Background: an optimization exercise with open tools, aiming at a short achievable clock period and few clock cycles. Do not read the settings as production practice.
Function was checked by simulation only, so behaviour that the tests miss may differ from the original.
Power is estimated from default activity; no workload was simulated.

## flow/config.mk

```make
export PLATFORM = sky130hd
export DESIGN_NAME = ioga
export DESIGN_NICKNAME = ioga
export VERILOG_FILES = /design/flow/design.v
export SDC_FILE = /design/flow/constraint.sdc
export NUM_CORES = 4
export LEC_CHECK = 0
export CAP_MARGIN = 20
export CORE_MARGIN = 2
export CORE_UTILIZATION = 40
export SLEW_MARGIN = 20
```

## flow/constraint.sdc

```tcl
create_clock -name core_clock -period 8.0 [get_ports {clk}]
set_input_delay 1.6000 -clock core_clock [delete_from_list [all_inputs] [get_ports {clk}]]
set_output_delay 1.6000 -clock core_clock [all_outputs]
set_load 0.01 [all_outputs]
```

## flow/design.v

```verilog
module ioga (
    input  wire        clk,
    input  wire        rst,
    input  wire        tx_valid,
    output wire        tx_ready,
    input  wire [15:0] tx_code,
    input  wire [31:0] tx_data,
    output reg         rsp_valid,
    output reg  [31:0] rsp_data,
    output reg  [1:0]  rsp_status,    
    output reg         rsp_tc,        
    output reg         rsp_devwr,     
    output wire        irq_line,
    output wire        nmi_line,
    output reg         mem_req,
    output reg         mem_we,
    output reg  [31:0] mem_addr,
    output reg  [7:0]  mem_wdata,
    input  wire        mem_ack,
    input  wire [7:0]  mem_rdata,
    input  wire        mem_err
);
    localparam [3:0] CLS_RD = 4'h0, CLS_WR = 4'h1, CLS_LN = 4'h2,
                     CLS_ACK = 4'h3, CLS_SCH = 4'h4, CLS_RST = 4'h5;
    localparam [3:0] G_VEC = 4'h0, G_SOFTLO = 4'h1, G_SOFTHI = 4'h2, G_NMICTL = 4'h3,
                     G_TIMER = 4'h4, G_PRESC = 4'h5, G_DADDR = 4'h6, G_DVADDR = 4'h7,
                     G_DCOUNT = 4'h8, G_DCTRL = 4'h9;
    localparam [2:0] A_NONE = 3'd0, A_NMI = 3'd1, A_VEC = 3'd2, A_SLO = 3'd3, A_SHI = 3'd4;
    localparam [1:0] PH_IDLE = 2'd0, PH_ARMED = 2'd1, PH_ACTIVE = 2'd2;
    localparam [1:0] ST_DONE = 2'd0, ST_FAULT = 2'd1, ST_REFUSED = 2'd2;
    localparam VEC_PEND = 8, VEC_EXT_EN = 9, VEC_INT_EN = 12;
    localparam SH_PEND = 8;
    localparam NMI_EDGE = 1, NMI_PEND = 3, NMI_EN = 4;
    reg [7:0]  vec_vector [0:15];
    reg [15:0] vec_ext, vec_int, vec_pend, vec_forced;
    reg [7:0]  softlo;
    reg [7:0]  sh_vector [0:7];
    reg [7:0]  sh_pend, sh_forced;
    reg        nmi_en, nmi_edge, nmi_pend;
    reg [2:0]  act_kind;
    reg [3:0]  act_idx;
    reg [15:0] tmr1_count;
    reg [29:0] tmr2_count, tmr3_count;
    reg [3:1]  tmr_run, tmr_exp;
    reg [31:0] presc;
    reg [31:0] dma_addr, dma_vaddr, dma_count, dma_ctrl;
    reg [1:0]  dma_phase;
    reg        dma_drq;
    reg        busy;
    assign tx_ready = !busy;
    assign irq_line = (act_kind == A_VEC) || (act_kind == A_SLO) || (act_kind == A_SHI);
    assign nmi_line = (act_kind == A_NMI);
    wire [3:0] cls = tx_code[15:12];
    wire [3:0] grp = tx_code[11:8];
    wire [7:0] idx = tx_code[7:0];
    reg legal;
    always @* begin
        legal = 1'b0;
        case (cls)
            CLS_RD, CLS_WR:
                case (grp)
                    G_VEC:    legal = (idx < 8'd16);
                    G_SOFTLO: legal = (idx == 8'd0);
                    G_SOFTHI: legal = (idx < 8'd8);
                    G_NMICTL: legal = (idx == 8'd0);
                    G_TIMER:  legal = (idx < 8'd4);
                    G_PRESC:  legal = (idx == 8'd0);
                    G_DADDR, G_DVADDR, G_DCOUNT, G_DCTRL:
                              legal = (idx == 8'd0);
                    default:  legal = 1'b0;
                endcase
            CLS_LN:
                case (grp)
                    4'h0:    legal = (idx < 8'd16);
                    4'h1:    legal = (idx < 8'd16);
                    4'h2:    legal = (idx == 8'd0);
                    4'h3:    legal = (idx == 8'd0);
                    default: legal = 1'b0;
                endcase
            CLS_ACK: legal = (grp < 4'h4) && (idx == 8'd0);
            CLS_SCH:
                case (grp)
                    4'h0:    legal = (idx < 8'd4);
                    4'h1:    legal = (idx == 8'd0);
                    default: legal = 1'b0;
                endcase
            CLS_RST: legal = (grp == 4'h0) && (idx == 8'd0);
            default: legal = 1'b0;
        endcase
    end
    wire is_dstep  = legal && (cls == CLS_SCH) && (grp == 4'h1);
    wire needs_mem = is_dstep && (dma_phase != PH_IDLE) && dma_drq;
    wire accept   = tx_valid && !busy;
    wire exec_now = accept && !needs_mem;
    wire exec_mem = busy && mem_ack;
    wire exec     = exec_now || exec_mem;
    reg [7:0]  n_vec_vector [0:15];
    reg [15:0] n_vec_ext, n_vec_int, n_vec_pend, n_vec_forced;
    reg [7:0]  n_softlo;
    reg [7:0]  n_sh_vector [0:7];
    reg [7:0]  n_sh_pend, n_sh_forced;
    reg        n_nmi_en, n_nmi_edge, n_nmi_pend;
    reg [2:0]  n_act_kind;
    reg [3:0]  n_act_idx;
    reg [15:0] n_tmr1_count;
    reg [29:0] n_tmr2_count, n_tmr3_count;
    reg [3:1]  n_tmr_run, n_tmr_exp;
    reg [31:0] n_presc;
    reg [31:0] n_dma_addr, n_dma_vaddr, n_dma_count, n_dma_ctrl;
    reg [1:0]  n_dma_phase;
    reg        n_dma_drq;
    reg [31:0] r_data;
    reg [1:0]  r_status;
    reg        r_tc, r_devwr;
    reg [31:0] w;
    reg        lvl;
    reg        found;
    reg        prev_drq;
    integer    i, j;
    reg [7:0] act_vector;
    always @* begin
        case (act_kind)
            A_VEC:   act_vector = vec_vector[act_idx];
            A_SLO:   act_vector = 8'h8F + {act_idx[2:0], 4'h0};
            A_SHI:   act_vector = sh_vector[act_idx[2:0]];
            default: act_vector = 8'h00;
        endcase
    end
    always @* begin
        for (i = 0; i < 16; i = i + 1) n_vec_vector[i] = vec_vector[i];
        for (i = 0; i < 8; i = i + 1)  n_sh_vector[i]  = sh_vector[i];
        n_vec_ext    = vec_ext;
        n_vec_int    = vec_int;
        n_vec_pend   = vec_pend;
        n_vec_forced = vec_forced;
        n_softlo     = softlo;
        n_sh_pend    = sh_pend;
        n_sh_forced  = sh_forced;
        n_nmi_en     = nmi_en;
        n_nmi_edge   = nmi_edge;
        n_nmi_pend   = nmi_pend;
        n_act_kind   = act_kind;
        n_act_idx    = act_idx;
        n_tmr1_count = tmr1_count;
        n_tmr2_count = tmr2_count;
        n_tmr3_count = tmr3_count;
        n_tmr_run    = tmr_run;
        n_tmr_exp    = tmr_exp;
        n_presc      = presc;
        n_dma_addr   = dma_addr;
        n_dma_vaddr  = dma_vaddr;
        n_dma_count  = dma_count;
        n_dma_ctrl   = dma_ctrl;
        n_dma_phase  = dma_phase;
        n_dma_drq    = dma_drq;
        r_data   = 32'h0;
        r_status = ST_DONE;
        r_tc     = 1'b0;
        r_devwr  = 1'b0;
        w        = tx_data;
        lvl      = tx_data[0];
        found    = 1'b0;
        prev_drq = dma_drq;
        if (exec_mem) begin
            n_dma_phase = PH_ACTIVE;
            if (mem_err) begin
                r_status = ST_FAULT;
            end else begin
                if (dma_ctrl[0]) begin
                    r_data  = {24'h0, mem_rdata};
                    r_devwr = 1'b1;
                end
                if (dma_ctrl[1]) n_dma_addr = dma_addr - 32'd1;
                else             n_dma_addr = dma_addr + 32'd1;
                n_dma_count = dma_count - 32'd1;
                if (n_dma_count == 32'd0) begin
                    n_dma_phase = PH_IDLE;
                    r_tc        = 1'b1;
                end
            end
        end else if (exec_now) begin
            if (!legal) begin
                r_status = ST_REFUSED;
            end else begin
                case (cls)
                    CLS_RD:
                        case (grp)
                            G_VEC: r_data = {16'h0, 3'b000, vec_int[idx[3:0]], 2'b00,
                                             vec_ext[idx[3:0]], vec_pend[idx[3:0]],
                                             vec_vector[idx[3:0]]};
                            G_SOFTLO: r_data = {24'h0, softlo};
                            G_SOFTHI: r_data = {16'h0, 7'h0, sh_pend[idx[2:0]],
                                                sh_vector[idx[2:0]]};
                            G_NMICTL: r_data = ({31'h0, nmi_en}   << NMI_EN)
                                              | ({31'h0, nmi_pend} << NMI_PEND)
                                              | ({31'h0, nmi_edge} << NMI_EDGE);
                            G_TIMER:
                                case (idx[1:0])
                                    2'd0: r_data = 32'h4000_0000;
                                    2'd1: r_data = {14'h0, tmr_exp[1], tmr_run[1], tmr1_count};
                                    2'd2: r_data = {tmr_exp[2], tmr_run[2], tmr2_count};
                                    default: r_data = {tmr_exp[3], tmr_run[3], tmr3_count};
                                endcase
                            G_PRESC:  r_data = presc;
                            G_DADDR:  r_data = dma_addr;
                            G_DVADDR: r_data = dma_vaddr;
                            G_DCOUNT: r_data = dma_count;
                            default:  r_data = dma_ctrl;
                        endcase
                    CLS_WR:
                        case (grp)
                            G_VEC: begin
                                if (w[VEC_PEND]) begin
                                    n_vec_forced[idx[3:0]] = 1'b1;
                                end else if (vec_forced[idx[3:0]]) begin
                                    n_vec_vector[idx[3:0]] = w[7:0];
                                    n_vec_ext[idx[3:0]]    = w[VEC_EXT_EN];
                                    n_vec_int[idx[3:0]]    = w[VEC_INT_EN];
                                    n_vec_forced[idx[3:0]] = 1'b0;
                                    n_vec_pend[idx[3:0]]   = 1'b1;
                                end else begin
                                    n_vec_vector[idx[3:0]] = w[7:0];
                                    n_vec_ext[idx[3:0]]    = w[VEC_EXT_EN];
                                    n_vec_int[idx[3:0]]    = w[VEC_INT_EN];
                                    if (!w[VEC_EXT_EN] && !w[VEC_INT_EN]) begin
                                        n_vec_pend[idx[3:0]] = 1'b0;
                                        if (act_kind == A_VEC && act_idx == idx[3:0])
                                            n_act_kind = A_NONE;
                                    end
                                end
                            end
                            G_SOFTLO: n_softlo = softlo | w[7:0];
                            G_SOFTHI: begin
                                if (w[SH_PEND]) begin
                                    n_sh_forced[idx[2:0]] = 1'b1;
                                end else if (sh_forced[idx[2:0]]) begin
                                    n_sh_vector[idx[2:0]] = w[7:0];
                                    n_sh_forced[idx[2:0]] = 1'b0;
                                    n_sh_pend[idx[2:0]]   = 1'b1;
                                end else begin
                                    n_sh_vector[idx[2:0]] = w[7:0];
                                end
                            end
                            G_NMICTL: begin
                                n_nmi_en   = w[NMI_EN];
                                n_nmi_edge = w[NMI_EDGE];
                            end
                            G_TIMER:
                                case (idx[1:0])
                                    2'd0: ;  
                                    2'd1:
                                        if (w[16]) begin
                                            n_tmr1_count = w[15:0];
                                            n_tmr_exp[1] = 1'b0;
                                            n_tmr_run[1] = 1'b1;
                                        end else begin
                                            n_tmr_run[1] = 1'b0;
                                        end
                                    2'd2:
                                        if (w[30]) begin
                                            n_tmr2_count = w[29:0];
                                            n_tmr_exp[2] = 1'b0;
                                            n_tmr_run[2] = 1'b1;
                                        end else begin
                                            n_tmr_run[2] = 1'b0;
                                        end
                                    default:
                                        if (w[30]) begin
                                            n_tmr3_count = w[29:0];
                                            n_tmr_exp[3] = 1'b0;
                                            n_tmr_run[3] = 1'b1;
                                        end else begin
                                            n_tmr_run[3] = 1'b0;
                                        end
                                endcase
                            G_PRESC:  n_presc     = w;
                            G_DADDR:  n_dma_addr  = w;
                            G_DVADDR: n_dma_vaddr = w;
                            G_DCOUNT: begin
                                n_dma_count = w;
                                if (w == 32'd0) n_dma_phase = PH_IDLE;
                            end
                            default:  n_dma_ctrl  = w;
                        endcase
                    CLS_LN:
                        case (grp)
                            4'h0: begin
                                if (lvl) begin
                                    if (vec_ext[idx[3:0]] || vec_int[idx[3:0]])
                                        n_vec_pend[idx[3:0]] = 1'b1;
                                end
                                else     n_vec_pend[idx[3:0]] = 1'b0;
                            end
                            4'h1: begin
                                if (!idx[3]) n_softlo[idx[2:0]]  = lvl;
                                else         n_sh_pend[idx[2:0]] = lvl;
                            end
                            4'h2: begin
                                if (lvl) begin
                                    if (nmi_en) begin
                                        n_nmi_pend = 1'b1;
                                        if (nmi_edge) n_nmi_en = 1'b0;
                                    end
                                end else begin
                                    n_nmi_pend = 1'b0;
                                end
                            end
                            default: begin
                                n_dma_drq = lvl;
                                if (lvl && !prev_drq && dma_phase == PH_IDLE && dma_count != 32'd0)
                                    n_dma_phase = PH_ARMED;
                            end
                        endcase
                    CLS_ACK:
                        case (grp[1:0])
                            2'd0:  
                                if (irq_line) begin
                                    r_data = {24'h0, act_vector};
                                    case (act_kind)
                                        A_VEC:   n_vec_pend[act_idx]    = 1'b0;
                                        A_SLO:   n_softlo[act_idx[2:0]] = 1'b0;
                                        default: n_sh_pend[act_idx[2:0]] = 1'b0;
                                    endcase
                                    n_act_kind = A_NONE;
                                end
                            2'd1:  
                                if (nmi_line) begin
                                    n_nmi_pend = 1'b0;
                                    n_act_kind = A_NONE;
                                end
                            2'd2:  
                                if (irq_line) r_data = {24'h0, act_vector};
                            default: ;  
                        endcase
                    CLS_SCH:
                        if (grp == 4'h0) begin
                            case (idx[1:0])
                                2'd0: if (vec_ext[12] || vec_int[12]) n_vec_pend[12] = 1'b1;
                                2'd1:
                                    if (tmr_run[1]) begin
                                        if (tmr1_count != 16'd0) n_tmr1_count = tmr1_count - 16'd1;
                                        if (n_tmr1_count == 16'd0) begin
                                            n_tmr_run[1] = 1'b0;
                                            n_tmr_exp[1] = 1'b1;
                                            if (vec_ext[13] || vec_int[13]) n_vec_pend[13] = 1'b1;
                                        end
                                    end
                                2'd2:
                                    if (tmr_run[2]) begin
                                        if (tmr2_count != 30'd0) n_tmr2_count = tmr2_count - 30'd1;
                                        if (n_tmr2_count == 30'd0) begin
                                            n_tmr_run[2] = 1'b0;
                                            n_tmr_exp[2] = 1'b1;
                                            if (vec_ext[14] || vec_int[14]) n_vec_pend[14] = 1'b1;
                                        end
                                    end
                                default:
                                    if (tmr_run[3]) begin
                                        if (tmr3_count != 30'd0) n_tmr3_count = tmr3_count - 30'd1;
                                        if (n_tmr3_count == 30'd0) begin
                                            n_tmr_run[3] = 1'b0;
                                            n_tmr_exp[3] = 1'b1;
                                            if (vec_ext[15] || vec_int[15]) n_vec_pend[15] = 1'b1;
                                        end
                                    end
                            endcase
                        end else begin
                            if (dma_phase == PH_ARMED) n_dma_phase = PH_ACTIVE;
                        end
                    default: begin
                        for (i = 0; i < 16; i = i + 1) n_vec_vector[i] = 8'h00;
                        for (i = 0; i < 8; i = i + 1)  n_sh_vector[i]  = 8'h00;
                        n_vec_ext    = 16'h0;
                        n_vec_int    = 16'h0;
                        n_vec_pend   = 16'h0;
                        n_vec_forced = 16'h0;
                        n_softlo     = 8'h0;
                        n_sh_pend    = 8'h0;
                        n_sh_forced  = 8'h0;
                        n_nmi_en     = 1'b0;
                        n_nmi_edge   = 1'b0;
                        n_nmi_pend   = 1'b0;
                        n_act_kind   = A_NONE;
                        n_act_idx    = 4'h0;
                        n_tmr1_count = 16'h0;
                        n_tmr2_count = 30'h0;
                        n_tmr3_count = 30'h0;
                        n_tmr_run    = 3'b000;
                        n_tmr_exp    = 3'b000;
                        n_presc      = 32'h0;
                        n_dma_addr   = 32'h0;
                        n_dma_vaddr  = 32'h0;
                        n_dma_count  = 32'h0;
                        n_dma_ctrl   = 32'h0;
                        n_dma_phase  = PH_IDLE;
                        n_dma_drq    = 1'b0;
                    end
                endcase
            end
        end
        if (n_act_kind == A_NONE) begin
            if (n_nmi_pend) begin
                n_act_kind = A_NMI;
                n_act_idx  = 4'h0;
                found      = 1'b1;
            end
            for (i = 0; i < 16; i = i + 1)
                if (!found && n_vec_pend[i]) begin
                    n_act_kind = A_VEC;
                    n_act_idx  = i[3:0];
                    found      = 1'b1;
                end
            for (i = 0; i < 8; i = i + 1)
                if (!found && n_softlo[i]) begin
                    n_act_kind = A_SLO;
                    n_act_idx  = i[3:0];
                    found      = 1'b1;
                end
            for (i = 0; i < 8; i = i + 1)
                if (!found && n_sh_pend[i]) begin
                    n_act_kind = A_SHI;
                    n_act_idx  = i[3:0];
                    found      = 1'b1;
                end
        end
    end
    always @(posedge clk) begin
        if (rst) begin
            for (j = 0; j < 16; j = j + 1) vec_vector[j] <= 8'h00;
            for (j = 0; j < 8; j = j + 1)  sh_vector[j]  <= 8'h00;
            vec_ext    <= 16'h0;
            vec_int    <= 16'h0;
            vec_pend   <= 16'h0;
            vec_forced <= 16'h0;
            softlo     <= 8'h0;
            sh_pend    <= 8'h0;
            sh_forced  <= 8'h0;
            nmi_en     <= 1'b0;
            nmi_edge   <= 1'b0;
            nmi_pend   <= 1'b0;
            act_kind   <= A_NONE;
            act_idx    <= 4'h0;
            tmr1_count <= 16'h0;
            tmr2_count <= 30'h0;
            tmr3_count <= 30'h0;
            tmr_run    <= 3'b000;
            tmr_exp    <= 3'b000;
            presc      <= 32'h0;
            dma_addr   <= 32'h0;
            dma_vaddr  <= 32'h0;
            dma_count  <= 32'h0;
            dma_ctrl   <= 32'h0;
            dma_phase  <= PH_IDLE;
            dma_drq    <= 1'b0;
        end else if (exec) begin
            for (j = 0; j < 16; j = j + 1) vec_vector[j] <= n_vec_vector[j];
            for (j = 0; j < 8; j = j + 1)  sh_vector[j]  <= n_sh_vector[j];
            vec_ext    <= n_vec_ext;
            vec_int    <= n_vec_int;
            vec_pend   <= n_vec_pend;
            vec_forced <= n_vec_forced;
            softlo     <= n_softlo;
            sh_pend    <= n_sh_pend;
            sh_forced  <= n_sh_forced;
            nmi_en     <= n_nmi_en;
            nmi_edge   <= n_nmi_edge;
            nmi_pend   <= n_nmi_pend;
            act_kind   <= n_act_kind;
            act_idx    <= n_act_idx;
            tmr1_count <= n_tmr1_count;
            tmr2_count <= n_tmr2_count;
            tmr3_count <= n_tmr3_count;
            tmr_run    <= n_tmr_run;
            tmr_exp    <= n_tmr_exp;
            presc      <= n_presc;
            dma_addr   <= n_dma_addr;
            dma_vaddr  <= n_dma_vaddr;
            dma_count  <= n_dma_count;
            dma_ctrl   <= n_dma_ctrl;
            dma_phase  <= n_dma_phase;
            dma_drq    <= n_dma_drq;
        end
    end
    always @(posedge clk) begin
        if (rst) begin
            busy       <= 1'b0;
            mem_req    <= 1'b0;
            mem_we     <= 1'b0;
            mem_addr   <= 32'h0;
            mem_wdata  <= 8'h0;
            rsp_valid  <= 1'b0;
            rsp_data   <= 32'h0;
            rsp_status <= ST_DONE;
            rsp_tc     <= 1'b0;
            rsp_devwr  <= 1'b0;
        end else begin
            if (accept && needs_mem) begin
                busy      <= 1'b1;
                mem_req   <= 1'b1;
                mem_we    <= !dma_ctrl[0];       
                mem_addr  <= dma_addr;
                mem_wdata <= tx_data[7:0];       
            end else if (exec_mem) begin
                busy    <= 1'b0;
                mem_req <= 1'b0;
            end
            rsp_valid <= exec;
            if (exec) begin
                rsp_data   <= r_data;
                rsp_status <= r_status;
                rsp_tc     <= r_tc;
                rsp_devwr  <= r_devwr;
            end
        end
    end
endmodule
```

## flow/run.sh

```bash
#!/bin/bash
# synth_recipe.tcl (not shown) runs the flow's synth.tcl, then flattens the netlist and writes it again
# the make line also repeats each setting of config.mk as NAME=value (left out here)
make -C /OpenROAD-flow-scripts/flow DESIGN_CONFIG=/design/flow/config.mk WORK_HOME=/design/flow/orfs CLKGATE_MAP_FILE= SYNTH_SCRIPT=/design/flow/synth_recipe.tcl finish
```

==> results.txt <==
-- cells in the mapped netlist (32+ instances only) --
master / n
sky130_fd_sc_hd__a21oi_1: 520
sky130_fd_sc_hd__nor2_1: 780
sky130_fd_sc_hd__a31oi_1: 72
sky130_fd_sc_hd__o21ai_1: 34
sky130_fd_sc_hd__a21o_1: 39
sky130_fd_sc_hd__a221oi_1: 37
sky130_fd_sc_hd__nor2b_1: 37
sky130_fd_sc_hd__o21ai_0: 366
sky130_fd_sc_hd__buf_1: 36
sky130_fd_sc_hd__nand3_1: 104
sky130_fd_sc_hd__a22oi_1: 173
sky130_fd_sc_hd__nand4_1: 32
sky130_fd_sc_hd__o31ai_1: 43
sky130_fd_sc_hd__dfxtp_1: 614
sky130_fd_sc_hd__a211oi_1: 47
sky130_fd_sc_hd__clkbuf_1: 371
sky130_fd_sc_hd__nor4_1: 57
sky130_fd_sc_hd__nand2_1: 587
sky130_fd_sc_hd__nor3_1: 124
sky130_fd_sc_hd__mux2i_1: 185
sky130_fd_sc_hd__a222oi_1: 61
sky130_fd_sc_hd__ha_1: 48
sky130_fd_sc_hd__inv_1: 42
-- power breakdown --
part | leakage [nW] | internal [mW] | switching (mW)
registers | 4.94 | 3.06 | 0.00103
logic | 8.22 | 0.118 | 0.360
clock network | 1.23 | 2.06 | 1.44
total | 14.4 | 5.24 | 1.81
-- routing by layer --
layer / GRT usage, % / vias up / share of wire [%] / wire, um
met3: 5.91 / 362 / 11 / 17200
met4: 11.8 / 2 / 4.0 / 6410
met2: 47.0 / 2322 / 41 / 65900
met1: 48.8 / 19100 / 44 / 70200
li1: - / 17900 / - / -
met5: 0 / - / 0.0081 / 13
-- registers in the layout, summed over array words and instances (netlist names), 4 cells and up --
name and cells:
sh_pend 8, mem_wdata 8, vec_pend 16, presc 32, softlo 8, rsp_data 32, vec_int 16, vec_vector 128
tmr3_count 30, dma_addr 32, dma_ctrl 32, sh_vector 64, sh_forced 8, dma_vaddr 32, dma_count 32, mem_addr 32
vec_forced 16, tmr1_count 16, vec_ext 16, tmr2_count 30, act_idx 4
-- area by class of cell --
cell class / count / area [um2]
inverter: 45 / 169
antenna: 1 / 2.50
clock buffer: 112 / 2230
multi-input combinational: 3875 / 22500
clock inverter: 24 / 279
fill: 9009 / 48800
timing repair buffer: 274 / 2440
sequential: 614 / 12300
tap: 1176 / 1470
-- cell families (layout without fill, tap and decap cells) --
kind of cell	count (synthesis)	in the layout	share of synthesized area, %
muxes	217	217	6.63
buffers and inverters	469	455	4.92
adders and majority gates	49	49	1.70
DFF	614	614	33.8
other	0	1	0
xor gates and xnor gates	48	48	1.15
and+or+nand+nor	1947	1947	24.0
AOI/OAI and AO/OA	1614	1614	27.9
-- worst min path at each step --
stage,start,to,slack (ps),depth (start not counted)
2_1_floorplan,dma_ctrl[7],dma_ctrl[7],430,2
3_3_place_gp,rsp_data[28],rsp_data[28],430,1
3_5_place_dp,rsp_data[25],rsp_data[25],440,1
4_1_cts,presc[6],presc[6],450,2
5_1_grt,presc[6],presc[6],460,2
6_report,rsp_data[27],rsp_data[27],450,1
-- per-stage QoR --
| stage | utilization, % | hold slack [ps] |
|---|---|---|
| global placement | 43.1 | 434 |
| finish | 45.9 | 449 |
| CTS | 45.9 | 451 |
| detailed placement | 43.1 | 440 |
| floorplan | - | 429 |
| global route | 45.9 | 462 |
==> results.txt <==
================================================================================
Run status ........................................................ finished clean
Total GRT Usage ...................................................        32.8%
Final non-filler cell area ........................................   0.0414 mm2
#FFs+latches synth ................................................          614
CTS clock-pin slew for the worst setup and hold paths .............        50 ps
CTS H-tree depth ..................................................            3
Clock latency (worst-skew pair) ...................................       650 ps
Relative area change from synthesis to final layout ...............        13.7%
Worst vdd ir ......................................................       160 uV
Remaining max-slew budget at the tightest pin .....................        19.2%
Endpoint class of the critical path ...............................    flip-flop
Reported max-cap violation count ..................................            0
Number of instances in the synthesized netlist ....................         4958
Pin slew with the least headroom to its limit .....................      1210 ps
Final total negative setup slack ..................................         0 ps
Cell class contributing the biggest share of worst-path delay ..... simple AND/OR/NAND/NOR gates
Buffers inserted during post-CTS setup optimization ...............            0
Final count of hold timing violations .............................            0
Total vias in the final route .....................................        39.6k
Peak per-stage delay on the critical path .........................       840 ps
Total grt overflow ................................................            0
Sort of element at the start of the critical path .................   input port
Capture point of the worst path ...................................   act_idx[2]
Final standard cell count with taps included and fillers excluded .         6121
Maximum number of pins on one net before global-route repair ......          190
Mean post-synth cell area .........................................     7.34 um2
I/O pin count .....................................................          143
Data required time of the worst path ..............................      8530 ps
Clk_skew ..........................................................      28.4 ps
Cell area reported after detailed placement .......................   0.0389 mm2
Setup Crit Path Kind ..............................................       in2reg
Detailed Route WL .................................................       160 mm
Drc violations ....................................................            0
Final setup violation count .......................................            0
Clock tree from TritonCTS .........................................          yes
Power density over the cells ......................................   170 mW/mm2
Sink Count ........................................................          614
Number of nets with antenna violations after routing ..............            0
HPWL after detailed placement .....................................       110 mm
Number of flops mapped to enable cells by yosys ...................            0
Antenna violations before repair ..................................            4
Setup repair after global routing missed its margin ...............           no
Max Root-Sink Buffers .............................................            3
Final critical delay including setup and external delays ..........      6280 ps
Net count of the mapped netlist ...................................         5068
# resized after CTS ...............................................            0
Commonest cells after routing, fill and taps aside ................ sky130_fd_sc_hd__nor2_1 (774), sky130_fd_sc_hd__dfxtp_1 (613), sky130_fd_sc_hd__nand2_1 (586)
Smallest setup slack after layout .................................      1720 ps
Number of placement rows ..........................................          110
CP cell instances ................................................. clkdlybuf4s50_1 -> or4b_4 -> nor3_1 -> or2_1 -> a21oi_1 -> buf_4 -> nor4_1 -> a211oi_1 -> a211oi_1 -> nand4_4 -> nor4_1 -> nor2b_1 -> a311oi_1 -> nor3_1
Proportion of synthesized chip area in sequential cells ...........        33.8%
Hold Crit Class ...................................................      reg2reg
Cell chosen for the clock root .................................... sky130_fd_sc_hd__clkbuf_16
Pre-CTS WS ........................................................      1260 ps
Clock buffers created by TritonCTS ................................           74
Distinct cell type count after synthesis ..........................           97
Fraction of layout instances using a drive strength above 1 .......        7.28%
Critical Path Source ..............................................  tx_code[15]
Fraction of registers with async set/reset ........................           0%
Logic depth of the worst path, buffers included ...................           14
Standard cell with the maximum stage delay on the critical path ... sky130_fd_sc_hd__clkdlybuf4s50_1
Tot Pwr ...........................................................      7.04 mW
Die width .........................................................       306 um
Avg WL per Cell ...................................................      26.1 um
Arrival time at the worst endpoint ................................      6810 ps
Worst reg2reg endpoint ............................................   act_idx[2]
First-pass GRT wire length ........................................       237 mm
P_leak ............................................................      14.4 nW
Area contributors post-synth ...................................... sky130_fd_sc_hd__dfxtp_1 (34%), sky130_fd_sc_hd__nor2_1 (8.0%), sky130_fd_sc_hd__a21oi_1 (7.1%), sky130_fd_sc_hd__nand2_1 (6.1%), sky130_fd_sc_hd__mux2i_1 (5.1%)
Main flop type after synthesis .................................... sky130_fd_sc_hd__dfxtp_1
Placed cell count .................................................         5984
Top cell type's share of synthesized area .........................        33.8%
Cell taking the most area after synthesis ......................... sky130_fd_sc_hd__dfxtp_1
Slack of the worst reg-to-reg path ................................      2460 ps
Most common cell after layout, fill and taps aside ................ sky130_fd_sc_hd__nor2_1
Synth warn ........................................................            5
Standard cell core area ...........................................   0.0901 mm2
Via-to-Cell Ratio .................................................         6.48
Quantity of I/O buffers inserted on ports .........................          142
Total buffers and inverters traversed by the critical path ........            2
Last weighted congestion value of the routability-driven placer ...         1.00
Crit-path max FO ..................................................           21
Post-synthesis instance area ......................................   0.0364 mm2
DR pass1 iterations ...............................................           11
Max Clock Freq ....................................................    0.159 GHz
Die extent in y ...................................................       306 um
Final worst path period share .....................................        78.4%
Die outline area ..................................................   0.0935 mm2
Layout Nets .......................................................         4994
Worst R2R Path Depth ..............................................           15
Hold buffers post-CTS .............................................            0
Number of DRC markers after the initial detailed-route iteration ..         5767
Max-slew violation count ..........................................            0
Worst R2R Start ...................................................   act_idx[0]
Initial Utilization ...............................................        40.4%
Vias in the first global route ....................................        35.4k
================================================================================

## separate check: timing with driven ports
The results above use ideal ports. As a check the final layout listed here was re-extracted and re-timed, cells and wires unchanged. Step 1 sets driving cells, clkbuf_16 on the clock port and buf_2 on the other inputs (assumed; they add their load-dependent delay and slew). Step 2 also shifts input and output timing later by t, the mid clock arrival at the registers, as if the neighbouring blocks saw the same clock. Three values: ideal ports, drivers, drivers and shift; two values: the first two.
t, ns: 0.712
slack for setup (ns): 1.725 / 1.767 / 1.056
worst hold slack (ns): 0.449 / 0.449 / 0.449
worst setup path at the end: input to register
cell pins on the clock port's net: 1
After both steps this run still meets setup and hold. The setup slack of this run moves by +0.042 ns with the drivers and by -0.669 ns with both steps.
